Background: an optimization exercise with open tools, aiming at small area, a short achievable clock period and few clock cycles per item. Do not read the settings as production practice.
Function was checked by simulation only, so behaviour that the tests miss may differ from the original.

==> run Y <==
==> flow/design.v <==
module yrc_fa (
    input  wire a,
    input  wire b,
    input  wire c,
    output wire s,
    output wire co
);
    assign s  = a ^ b ^ c;
    assign co = (a & b) | (a & c) | (b & c);
endmodule
module yrc_ha (
    input  wire a,
    input  wire b,
    output wire s,
    output wire co
);
    assign s  = a ^ b;
    assign co = a & b;
endmodule
module yrc_rca #(parameter N = 8, parameter CI = 0) (
    input  wire [N-1:0] a,
    input  wire [N-1:0] b,
    output wire [N-1:0] s,
    output wire         co
);
    wire [N:0] c;
    generate
        if (CI) begin : c1
            assign s[0] = ~(a[0] ^ b[0]);
            assign c[1] = a[0] | b[0];
        end else begin : c0
            yrc_ha u_ha (.a(a[0]), .b(b[0]), .s(s[0]), .co(c[1]));
        end
    endgenerate
    genvar k;
    generate
        for (k = 1; k < N; k = k + 1) begin : fa
            yrc_fa u_fa (.a(a[k]), .b(b[k]), .c(c[k]), .s(s[k]), .co(c[k+1]));
        end
    endgenerate
    assign co = c[N];
endmodule
module yrc_canny_px #(
    parameter IN_REG = 1
) (
    input  wire         clk,
    input  wire         rst,          
    input  wire         in_valid,
    output wire         in_ready,
    input  wire [199:0] in_win,       
    input  wire [3:0]   in_border,    
    output wire         out_valid,
    input  wire         out_ready,
    output wire [10:0]  out_mag,
    output wire [1:0]   out_sector,   
    output wire [1:0]   out_class     
);
    localparam integer NST   = IN_REG ? 3 : 2;    
    localparam integer DEPTH = NST + 2;           
    reg  rdy;
    wire acc = in_valid & rdy;
    assign in_ready = rdy;
    reg  [199:0] win_q;
    reg  [3:0]   bd0_q;
    reg          v0_q;
    wire [199:0] win;
    wire [3:0]   bd0;
    wire         v0;
    generate
        if (IN_REG) begin : g_in
            always @(posedge clk) begin
                win_q <= in_win;
                bd0_q <= in_border;
                v0_q  <= acc & ~rst;
            end
            assign win = win_q;
            assign bd0 = bd0_q;
            assign v0  = v0_q & ~rst;
        end else begin : g_noin
            assign win = in_win;
            assign bd0 = in_border;
            assign v0  = acc;
        end
    endgenerate
    wire [8:0] hp [0:19];
    wire [9:0] bx [0:15];
    genvar p, q;
    generate
        for (q = 0; q < 5; q = q + 1) begin : hrow
            for (p = 0; p < 4; p = p + 1) begin : hcol
                yrc_rca #(8) u_a (.a(win[8*(5*q+p) +: 8]), .b(win[8*(5*q+p+1) +: 8]),
                                  .s(hp[4*q+p][7:0]), .co(hp[4*q+p][8]));
            end
        end
        for (q = 0; q < 4; q = q + 1) begin : brow
            for (p = 0; p < 4; p = p + 1) begin : bcol
                yrc_rca #(9) u_a (.a(hp[4*q+p]), .b(hp[4*(q+1)+p]),
                                  .s(bx[4*q+p][8:0]), .co(bx[4*q+p][9]));
            end
        end
    endgenerate
    wire [10:0] u [0:8];
    wire [10:0] v [0:8];
    genvar a, b;
    generate
        for (b = 1; b < 4; b = b + 1) begin : prow
            for (a = 1; a < 4; a = a + 1) begin : pcol
                wire [9:0] up = (a == 2) ? bx[4*b+a]       : bx[4*(b-1)+a-1];
                wire [9:0] un = (a == 2) ? bx[4*(b-1)+a-1] : bx[4*b+a];
                wire [9:0] vp = (a == 2) ? bx[4*(b-1)+a]   : bx[4*b+a-1];
                wire [9:0] vn = (a == 2) ? bx[4*b+a-1]     : bx[4*(b-1)+a];
                wire cu, cv;
                yrc_rca #(10, 1) u_u (.a(up), .b(~un), .s(u[3*(b-1)+(a-1)][9:0]), .co(cu));
                yrc_rca #(10, 1) u_v (.a(vp), .b(~vn), .s(v[3*(b-1)+(a-1)][9:0]), .co(cv));
                assign u[3*(b-1)+(a-1)][10] = ~cu;
                assign v[3*(b-1)+(a-1)][10] = ~cv;
            end
        end
    endgenerate
    wire [9:0] nu, nv;
    yrc_rca #(10, 1) u_nu (.a(bx[5]), .b(~bx[10]), .s(nu), .co());
    yrc_rca #(10, 1) u_nv (.a(bx[9]), .b(~bx[6]),  .s(nv), .co());
    reg [10:0] u1 [0:8];
    reg [10:0] v1 [0:8];
    reg [9:0]  nu1, nv1;
    reg [3:0]  bd1;
    reg        v1_q;
    integer k;
    always @(posedge clk) begin
        for (k = 0; k < 9; k = k + 1) begin
            u1[k] <= u[k];
            v1[k] <= v[k];
        end
        nu1  <= nu;
        nv1  <= nv;
        bd1  <= bd0;
        v1_q <= v0 & ~rst;
    end
    wire [10:0] uc = u1[4];
    wire [10:0] vc = v1[4];
    wire su = uc[10], sv = vc[10];
    wire [9:0] au = su ? nu1 : uc[9:0];             
    wire [9:0] av = sv ? nv1 : vc[9:0];
    wire a_ge_b = (au >= av);
    wire [9:0] h  = a_ge_b ? au : av;
    wire [9:0] mn = a_ge_b ? av : au;
    wire [11:0] ho  = {2'b10, h};                   
    wire hnz = |h;
    wire [9:0]  aum = au - 10'd1;
    wire [9:0]  avm = av - 10'd1;
    wire [11:0] hmo = {hnz, ~hnz, a_ge_b ? aum : avm};  
    wire [8:0] gt, ge;
    genvar n, m;
    generate
        for (n = 0; n < 9; n = n + 1) begin : nb
            if (n != 4) begin : t
                wire [11:0] uo = {~u1[n][10], u1[n]};   
                wire [11:0] vo = {~v1[n][10], v1[n]};
                wire ci = (n == 5 || n == 7);           
                wire [12:0] k1, k2, k3, k4;
                assign k1[0] = ci;
                assign k2[0] = ci;
                assign k3[0] = ci;
                assign k4[0] = ci;
                for (m = 0; m < 12; m = m + 1) begin : cb
                    assign k1[m+1] = (ho[m] & ~uo[m]) | (ho[m] & k1[m]) | (~uo[m] & k1[m]);
                    assign k2[m+1] = (hmo[m] & uo[m]) | (hmo[m] & k2[m]) | (uo[m] & k2[m]);
                    assign k3[m+1] = (ho[m] & ~vo[m]) | (ho[m] & k3[m]) | (~vo[m] & k3[m]);
                    assign k4[m+1] = (hmo[m] & vo[m]) | (hmo[m] & k4[m]) | (vo[m] & k4[m]);
                end
                assign gt[n] = k1[12] & k2[12] & k3[12] & k4[12];
            end else begin : c
                assign gt[n] = 1'b0;
            end
        end
    endgenerate
    wire lf = bd1[0], rt = bd1[1], tp = bd1[2], bt = bd1[3];
    wire [7:0] nt;
    assign nt[0] = lf          ? hnz  : gt[3];    
    assign nt[1] = rt          ? 1'b1 : gt[5];    
    assign nt[2] = tp          ? hnz  : gt[1];    
    assign nt[3] = bt          ? 1'b1 : gt[7];    
    assign nt[4] = (lf | tp)   ? hnz  : gt[0];    
    assign nt[5] = (rt | bt)   ? hnz  : gt[8];    
    assign nt[6] = (rt | tp)   ? hnz  : gt[2];    
    assign nt[7] = (lf | bt)   ? hnz  : gt[6];    
    reg [9:0] h2, mn2;
    reg [7:0] nt2;
    reg       ab2, su2, sv2, v2_q;
    always @(posedge clk) begin
        h2   <= h;
        mn2  <= mn;
        nt2  <= nt;
        ab2  <= a_ge_b;
        su2  <= su;
        sv2  <= sv;
        v2_q <= v1_q & ~rst;
    end
    wire [25:0] t0 = {16'd0, h2};
    wire [25:0] t1 = {14'd0, h2, 2'd0};
    wire [25:0] t2 = {8'd0, h2, 8'd0};
    wire [25:0] t3 = {6'd0, h2, 10'd0};
    wire [25:0] t4 = {4'd0, h2, 12'd0};
    wire [25:0] t5 = {3'd0, h2, 13'd0};
    wire [25:0] t6 = ~{1'b0, mn2, 15'd0};
    function [51:0] csa;                            
        input [25:0] x, y, z;
        csa = {((x & y) | (x & z) | (y & z)) << 1, x ^ y ^ z};
    endfunction
    wire [25:0] s1, c1, s2, c2, s3, c3, s4, c4, s5, c5;
    assign {c1, s1} = csa(t0, t1, t2);
    assign {c2, s2} = csa(t3, t4, t5);
    assign {c3, s3} = csa(s1, c1, s2);
    assign {c4, s4} = csa(c2, t6, s3);
    assign {c5, s5} = csa(s4, c4, c3);
    wire [25:0] dif = s5 + c5 + 26'd1;
    wire diag = ~dif[25];
    wire [1:0] sector = diag ? (ab2 ? 2'd2 : 2'd3) : ((su2 == sv2) ? 2'd0 : 2'd1);
    reg is_max;
    always @(*) begin
        case (sector)
            2'd0:    is_max = nt2[0] & nt2[1];
            2'd1:    is_max = nt2[2] & nt2[3];
            2'd2:    is_max = nt2[4] & nt2[5];
            default: is_max = nt2[6] & nt2[7];
        endcase
    end
    wire [1:0] cls = (h2 > 10'd25 && is_max) ? ((h2 > 10'd75) ? 2'd2 : 2'd1) : 2'd0;
    reg  [13:0] fifo [0:DEPTH-1];
    reg  [2:0]  wp, rp, cnt, outst;
    wire        wr   = v2_q;
    wire        xfer = (cnt != 3'd0) & out_ready;
    always @(posedge clk) begin
        if (wr) fifo[wp] <= {cls, sector, h2};
    end
    wire [2:0] outst_n = outst + {2'd0, acc} - {2'd0, xfer};
    always @(posedge clk) begin
        if (rst) begin
            wp <= 3'd0; rp <= 3'd0; cnt <= 3'd0; outst <= 3'd0; rdy <= 1'b1;
        end else begin
            if (wr)   wp <= (wp == DEPTH-1) ? 3'd0 : wp + 3'd1;
            if (xfer) rp <= (rp == DEPTH-1) ? 3'd0 : rp + 3'd1;
            cnt   <= cnt + {2'd0, wr} - {2'd0, xfer};
            outst <= outst_n;
            rdy   <= xfer ? 1'b1 : acc ? (outst < DEPTH - 1) : (outst < DEPTH);
        end
    end
    wire [13:0] head = fifo[rp];
    assign out_valid  = (cnt != 3'd0);
    assign out_mag    = {head[9:0], 1'b0};
    assign out_sector = head[11:10];
    assign out_class  = head[13:12];
endmodule
==> flow/run.sh <==
#!/bin/bash
# synth_recipe.tcl (not shown) runs the flow's synth.tcl, then flattens the netlist and writes it again
# the make line also repeats each setting of config.mk as NAME=value (left out here)
make -C /OpenROAD-flow-scripts/flow DESIGN_CONFIG=/design/flow/config.mk WORK_HOME=/design/flow/orfs CLKGATE_MAP_FILE= SYNTH_SCRIPT=/design/flow/synth_recipe.tcl finish
==> flow/config.mk <==
export PLATFORM = sky130hd
export DESIGN_NAME = yrc_canny_px
export DESIGN_NICKNAME = yrc_canny_px
export VERILOG_FILES = /design/flow/design.v
export SDC_FILE = /design/flow/constraint.sdc
export NUM_CORES = 4
export LEC_CHECK = 0
export ABC_AREA = 1
export CAP_MARGIN = 20
export CORE_MARGIN = 2
export CORE_UTILIZATION = 40
export CTS_CLUSTER_DIAMETER = 100
export CTS_CLUSTER_SIZE = 20
export SLEW_MARGIN = 20
export SYNTH_HIERARCHICAL = 1
==> flow/constraint.sdc <==
create_clock -name core_clock -period 17.0 [get_ports {clk}]
set_input_delay 3.4000 -clock core_clock [delete_from_list [all_inputs] [get_ports {clk}]]
set_output_delay 3.4000 -clock core_clock [all_outputs]
set_load 0.01 [all_outputs]
==> inputs of run C, as changes to run Y <==
==> flow/flow/run.sh (new file) <==
#!/bin/bash
export SETUP_SLACK_MARGIN=11.5
export BUFFER_PORTS_ARGS="-buffer_cell sky130_fd_sc_hd__buf_1"
bash standard.sh > standard.log 2>&1
==> flow/standard.sh (new file) <==
#!/bin/bash
# synth_recipe.tcl (not shown) runs the flow's synth.tcl, then flattens the netlist and writes it again
# the make line also repeats each setting of config.mk as NAME=value (left out here)
make -C /OpenROAD-flow-scripts/flow DESIGN_CONFIG=/design/flow/config.mk WORK_HOME=/design/flow/orfs CLKGATE_MAP_FILE= SYNTH_SCRIPT=/design/flow/synth_recipe.tcl "${@:-finish}"
- CORE_UTILIZATION: 40 -> 35
removed: flow/run.sh
==> impl_metrics.ini <==
[outcome]
outcome = finished clean

[detailed_routing]
vias = 22000

[sta]
slew_headroom = 0.480
layout_setup_ws_ns = 11.45

[worst_setup_path]
slowest_delay_ns = 0.62
crit_end = v1[8][9]$_DFF_P_
cp_cell_sequence = ha_4 > fa_2 > fa_2 > fa_2 > fa_2 > fa_2 > fa_2 > fa_2 > fa_2 > fa_2 > fa_2 > fa_1
rrSetupSlack_ns = 11.45
r2r_cells = 12
r2r_end = v1[8][9]$_DFF_P_

[cells_and_area]
clock_area_frac = 0.0265
regArea_sq_um = 11700
layout.non_clock_buffers = 290
stdcell_count = 4631
synthToLayoutAreaGrowth_pct = 13.8
n_all_inverters = 704

[place]
pre_cts_ws_ns = 11.10
hpwl_microns = 77100
[end of results for run C]
==> impl_metrics.ini <==
[outcome]
outcome = finished clean

[worst_setup_path]
slowest_delay_ns = 0.71
cp_cell_sequence = inv_1 > nor2_1 > o21ai_0 > a31oi_1 > clkdlybuf4s50_1
r2r_end = nu1[9]$_DFF_P_
rrSetupSlack_ns = 11.08
r2r_cells = 13

[cells_and_area]
regArea_sq_um = 11600
clock_area_frac = 0.0274
layout.non_clock_buffers = 230

[detailed_routing]
vias = 21200

[place]
hpwl_microns = 75300
[end of results for run Y]
Testbench counts of run Y, summed over its fixed seeds: cycles 12,016, items 12,000.
Testbench counts of run C, summed over its fixed seeds: cycles 12,016, items 12,000.

-- port drivers added, routing unchanged --
Ports are ideal in the flow. The routed layouts listed here were re-timed in OpenROAD.
Step 1: set_driving_cell puts a clkbuf_16 on clk and a buf_2 on each other input, an assumption about the parent block.
Step 2 times the ports against the registers' clock, not the clock port: input delays grow and output delays shrink by t, the midpoint of the rising clock arrivals with the driver on.
Slacks: no drivers / after step 1 / after step 2; pairs: no drivers / after step 1.
run | t (ns) | setup slack, ns | worst setup path at the end | clock arrival spread, ns
run Y | 0.639 | 10.685 / 10.625 / 11.078 | register to register | 0.048 / 0.047
run C | 0.639 | 11.447 / 11.447 / 11.447 | register to register | 0.034 / 0.035
After both steps every run listed still meets setup and hold.
